From an optimization exercise on the open Yosys and OpenROAD flow, aimed at small area, a short achievable clock period and few clock cycles; shortcuts taken in it are not production practice. At most, simulation tests tie the RTL to the original design; equivalence was not proved. Power and IR drop assume default switching activity.

Setup of main:
Design xcc_fifo128, start of the top module:
module xcc_fifo128 (
    input  wire        clk,
    input  wire        rst,
    input  wire        p_cmd_valid,
    input  wire [15:0] p_cmd,
    input  wire [31:0] p_mdata,
    output reg         p_rsp_valid,
    output reg  [15:0] p_rsp,
    input  wire        c_cmd_valid,
    input  wire [15:0] c_cmd,
    output reg         c_rsp_valid,
    output reg  [15:0] c_rsp
);
==> flow/config.mk <==
export PLATFORM = sky130hd
export DESIGN_NAME = xcc_fifo128
export DESIGN_NICKNAME = xcc_fifo128
export VERILOG_FILES = /design/flow/design.v
export SDC_FILE = /design/flow/constraint.sdc
export NUM_CORES = 4
export LEC_CHECK = 0
export CAP_MARGIN = 20
export CORE_MARGIN = 2
export CORE_UTILIZATION = 55
export CTS_BUF_LIST = sky130_fd_sc_hd__clkbuf_8
export SETUP_SLACK_MARGIN = 4.3
export SLEW_MARGIN = 20
export SYNTH_HIERARCHICAL = 1
export SYNTH_MINIMUM_KEEP_SIZE = 0
export TNS_END_PERCENT = 5
==> flow/constraint.sdc <==
create_clock -name core_clock -period 7.0 [get_ports {clk}]
set_input_delay 1.4000 -clock core_clock [delete_from_list [all_inputs] [get_ports {clk}]]
set_output_delay 1.4000 -clock core_clock [all_outputs]
set_load 0.01 [all_outputs]
standard.sh (not shown) runs the stock make flow with config.mk's settings and CLKGATE_MAP_FILE= SYNTH_SCRIPT=/design/flow/synth_recipe.tcl, a recipe that flattens the netlist after the stock synthesis.
==> flow/flow/run.sh <==
#!/bin/bash
# The standard layout (the standard.sh, standard synthesis included),
# with the port buffers that buffer_ports inserts made buf_4 cells instead
# of the weakest buffer it picks by default. Every port still gets its own
# buffer. make's full output goes to standard_flow.log here; ORFS's own
# per-step logs are under orfs/logs.
set -euo pipefail
export BUFFER_PORTS_ARGS="-buffer_cell sky130_fd_sc_hd__buf_4"
bash standard.sh "BUFFER_PORTS_ARGS=-buffer_cell sky130_fd_sc_hd__buf_4" finish > standard_flow.log 2>&1
Testbench counts of main, summed over its fixed seeds: cycles 6,942.
The following lists how the feature branch was set up differently from main:
-- flow/design.v --
<<< main, line 49
    reg         e_busy;
    reg  [4:0]  e_rem;           
    reg  [7:0]  e_free;          
    reg  [7:0]  c_rbin;
    reg         c_vopen;
>>> the feature branch, line 49
    reg         e_busy;
    reg  [4:0]  e_rem;           
    reg  [7:0]  c_rbin;
    reg         c_vopen;
<<< main, line 68
    wire [7:0] c_avail   = p_wbin - c_rbin;
    wire [7:0] c_avail_e = c_avail + 8'd30;
    reg [7:0] fb_raw;
    reg       fb_vld;
>>> the feature branch, line 67
    wire [7:0] c_avail   = p_wbin - c_rbin;
    wire [7:0] c_avail_e = c_avail + 8'd30;
    wire [7:0] e_free_now = (p_fr > 8'd98) ? 8'd128 : p_fr + 8'd30;
    reg [7:0] fb_raw;
    reg       fb_vld;
<<< main, line 182
        end
        if (e_busy) begin
            p_rdata = e_free;
            p_rst   = ST_OK;
        end
>>> the feature branch, line 182
        end
        if (e_busy) begin
            p_rdata = e_free_now;
            p_rst   = ST_OK;
        end
<<< main, line 251
                e_busy  <= 1'b1;
                e_rem   <= FRAME_LAST;
                e_free  <= p_fr;
            end
            if (e_busy) begin
>>> the feature branch, line 251
                e_busy  <= 1'b1;
                e_rem   <= FRAME_LAST;
            end
            if (e_busy) begin
The feature branch went all the way through the flow, and no timing, DRC or antenna check failed.
Going from main to the feature branch, fraction of power spent switching nets has decreased; worst hold slack has increased; number of cells produced by synthesis has increased; post-synthesis instance area has remained practically unchanged; clock network fraction of design power has increased.
Worst setup slack: the feature branch vs main up 230 ps
Re area overhead of the layout relative to synthesis: the feature branch is 0.71 points up on main.
Testbench counts of the feature branch, summed over its fixed seeds: cycles 6,942.

job 104:
xcc_fifo128, a different RTL version from the one above (not shown whole).
For scale: ~4000 cells after synthesis, about 1400 flip-flops, about 100 I/O pins, about 57000 sq um of cells after synthesis.
clock: 7.0 ns
lec_check: 0
cap_margin: 20
core_margin: 2
core_utilization: 40
cts_buf_list: sky130_fd_sc_hd__clkbuf_8
setup_slack_margin: 4.3
slew_margin: 20
synth_hierarchical: 1
synth_minimum_keep_size: 0
tns_end_percent: 5
Scripts as last shown in full above: flow/flow/run.sh
For job 105, these inputs were changed with respect to job 104:
--- a/flow/design.v
+++ b/flow/design.v
@@ -56,14 +56,12 @@
     reg  [15:0] c_ecmd;
     reg  [6:0]  r_pa;
     reg  [6:0]  r_pidx;
     reg         r_pvalid;
     reg         r_wait;          
     reg         r_ready;         
-    reg  [6:0]  r_ca;
-    reg  [7:0]  r_pd;
     wire       p_room    = (p_fr >= 8'd30);
     wire [7:0] p_fr_rel  = p_fr + p_rel;
     wire [7:0] p_wadd    = p_gopen ? p_glen : 8'd30;
     wire [7:0] p_wbin_add = p_wbin + p_wadd;
     wire [7:0] p_fr_sub  = p_fr_rel - p_wadd;
     wire [7:0] c_avail   = p_wbin - c_rbin;
@@ -319,73 +317,62 @@
         end
     endgenerate
     wire [7:0] r_mem = r_grp[0]  | r_grp[1]  | r_grp[2]  | r_grp[3]  |
                        r_grp[4]  | r_grp[5]  | r_grp[6]  | r_grp[7]  |
                        r_grp[8]  | r_grp[9]  | r_grp[10] | r_grp[11] |
                        r_grp[12] | r_grp[13] | r_grp[14] | r_grp[15];
-    wire       r_fwd_a = w_en && (w_addr == r_pa);
-    wire       r_fwd_c = w_en && (w_addr == r_ca);
-    wire [7:0] r_next  = r_fwd_a ? w_data : r_mem;
-    wire [7:0] r_data  = r_fwd_c ? w_data : r_pd;
+    wire       r_fwd   = w_en && (w_addr == r_pa);
     wire       r_hit   = r_pvalid && (c_arg[6:0] == r_pidx);
     wire       r_done  = r_wait && r_ready;
     wire [7:0] c_rbin_arg = c_rbin + c_arg;
     wire c_take = c_cmd_valid && !r_wait;
     wire c_try  = c_take && c_ok_t;
     wire c_peek = c_take && c_ok_p;
     wire c_rel  = c_take && c_ok_r;
     wire c_open = c_try && (e_start || c_avail != 8'd0);
     wire [7:0] c_tavail = e_start ? c_avail_e : c_avail;
+    wire c_mem = (r_wait || (c_is_p && !c_illegal)) && !r_fwd;
     reg [7:0] c_rdata;
     reg [2:0] c_rst;
     always @(*) begin
         c_rst = ST_OK;
         case (c_op)
             4'h1:    begin c_rdata = c_tavail; if (!e_start && c_avail == 8'd0) c_rst = ST_EMPTY; end
-            4'h2:    c_rdata = r_data;
+            4'h2:    c_rdata = w_data;
             4'h3:    c_rdata = c_arg;
             default: c_rdata = c_status_data;
         endcase
         if (c_illegal) begin
             c_rdata = {4'd0, c_cause};
             c_rst   = ST_ILLEGAL;
         end
         if (r_wait) begin
-            c_rdata = r_data;
+            c_rdata = w_data;
             c_rst   = ST_OK;
         end
     end
     always @(posedge clk) begin
-        c_rsp <= {c_rdata, 5'b00000, c_rst};
+        c_rsp <= {c_mem ? r_mem : c_rdata, 5'b00000, c_rst};
     end
     always @(posedge clk) begin
         if (!c_err) begin
             c_ecause <= c_cause;
             c_ecmd   <= c_cmd;
         end
     end
-    wire r_adv = (c_peek && r_hit) || r_done || (r_wait && !r_ready && !e_busy) || c_open;
     always @(posedge clk) begin
-        if (r_adv) begin
-            r_pd <= r_next;
-            r_ca <= r_pa;
-        end else if (r_fwd_c) begin
-            r_pd <= w_data;
-        end
-        if (rst)
-            r_pa <= 7'd0;
-        else if (r_adv)
-            r_pa <= r_pa + 7'd1;
-        else if (c_peek || c_rel)
-            r_pa <= c_rbin_arg[6:0];
-        if ((c_peek && r_hit) || r_done)
+        if (r_done || (c_peek && r_hit)) begin
+            r_pa   <= r_pa + 7'd1;
             r_pidx <= r_pidx + 7'd1;
-        else if (c_peek)
+        end else if (c_peek) begin
+            r_pa   <= c_rbin_arg[6:0];
             r_pidx <= c_arg[6:0];
-        else if (c_try)
+        end else if (c_try) begin
+            r_pa   <= c_rbin[6:0];
             r_pidx <= 7'd0;
+        end
     end
     always @(posedge clk) begin
         if (rst) begin
             c_rbin      <= 8'd0;
             c_vopen     <= 1'b0;
             c_vlen      <= 8'd0;
@@ -394,14 +381,13 @@
             r_wait      <= 1'b0;
             r_ready     <= 1'b0;
             p_rel       <= 8'd0;
             c_rsp_valid <= 1'b0;
         end else begin
             c_rsp_valid <= r_wait ? r_ready : (c_cmd_valid && !(c_peek && !r_hit));
-            if (r_wait && !r_ready && !e_busy)
-                r_ready <= 1'b1;
+            r_ready     <= r_wait && !r_ready && !e_busy;
             p_rel       <= c_rel ? c_arg : 8'd0;
             if (c_take && c_illegal)
                 c_err <= 1'b1;
             if (c_try)
                 r_pvalid <= !e_busy;
             if (c_open) begin
@@ -409,13 +395,12 @@
                 c_vlen  <= c_tavail;
             end
             if (c_peek && !r_hit)
                 r_wait  <= 1'b1;
             if (r_done) begin
                 r_wait   <= 1'b0;
-                r_ready  <= 1'b0;
                 r_pvalid <= 1'b1;
             end
             if (c_rel) begin
                 c_rbin   <= c_rbin_arg;
                 c_vopen  <= 1'b0;
                 c_vlen   <= 8'd0;
Results
- Job 105: non-clock buffer count 11 below job 104
- Diff job 104 -> job 105 | combinational gate power | decrease of 13%
- Job 104 ran to completion and came out clean on the timing, design-rule and antenna checks.
- Job 105 ran to completion and came out clean on the timing, design-rule and antenna checks.
- Job 105 vs job 104, uppermost layer routed: met5 vs met4
- The worst setup slack in job 105 was higher than what job 104 gave.
- Job 105 vs. job 104: number of global-route vias before repair now smaller, critical path depth went up, net switching power lost 6.0%, die area shrank by about 0.6%, number of vias per cell lost about 0.35%.
- Sequential power is higher on job 104
Testbench counts of job 105, summed over its fixed seeds: cycles 6,942.
For job 104, only the layout was checked, not whether the RTL still works.

==> static timing again, ports no longer ideal <==
The flow's constraints put no driver on any port. The routed layouts listed below were extracted and timed again, unchanged, in two steps. Step 1, drivers: a clkbuf_16 drives clk and a buf_2 each remaining input, both assumed. Step 2 times the ports against the registers' clock, not the clock port: input delays grow and output delays shrink by t, the midpoint of the rising clock arrivals with the driver on. a / b / c = no drivers / after step 1 / after step 2; a / b = the first two.
| run | t (ns) | setup WS [ns] | slew at the worst register clock pin (ns) |
|---|---|---|---|
| main | 0.964 | 3.703 / 3.703 / 2.911 | 0.07 / 0.07 |
| the feature branch | 0.946 | 3.933 / 3.933 / 3.161 | 0.07 / 0.07 |
| job 104 | 1.002 | 3.813 / 3.839 / 2.837 | 0.07 / 0.07 |
| job 105 | 0.986 | 3.954 / 3.954 / 3.124 | 0.08 / 0.08 |
After both steps every run listed still meets setup and hold. For job 104, which loses most, drivers alone change the setup slack by +0.026 ns; drivers and shift together by -0.976 ns.
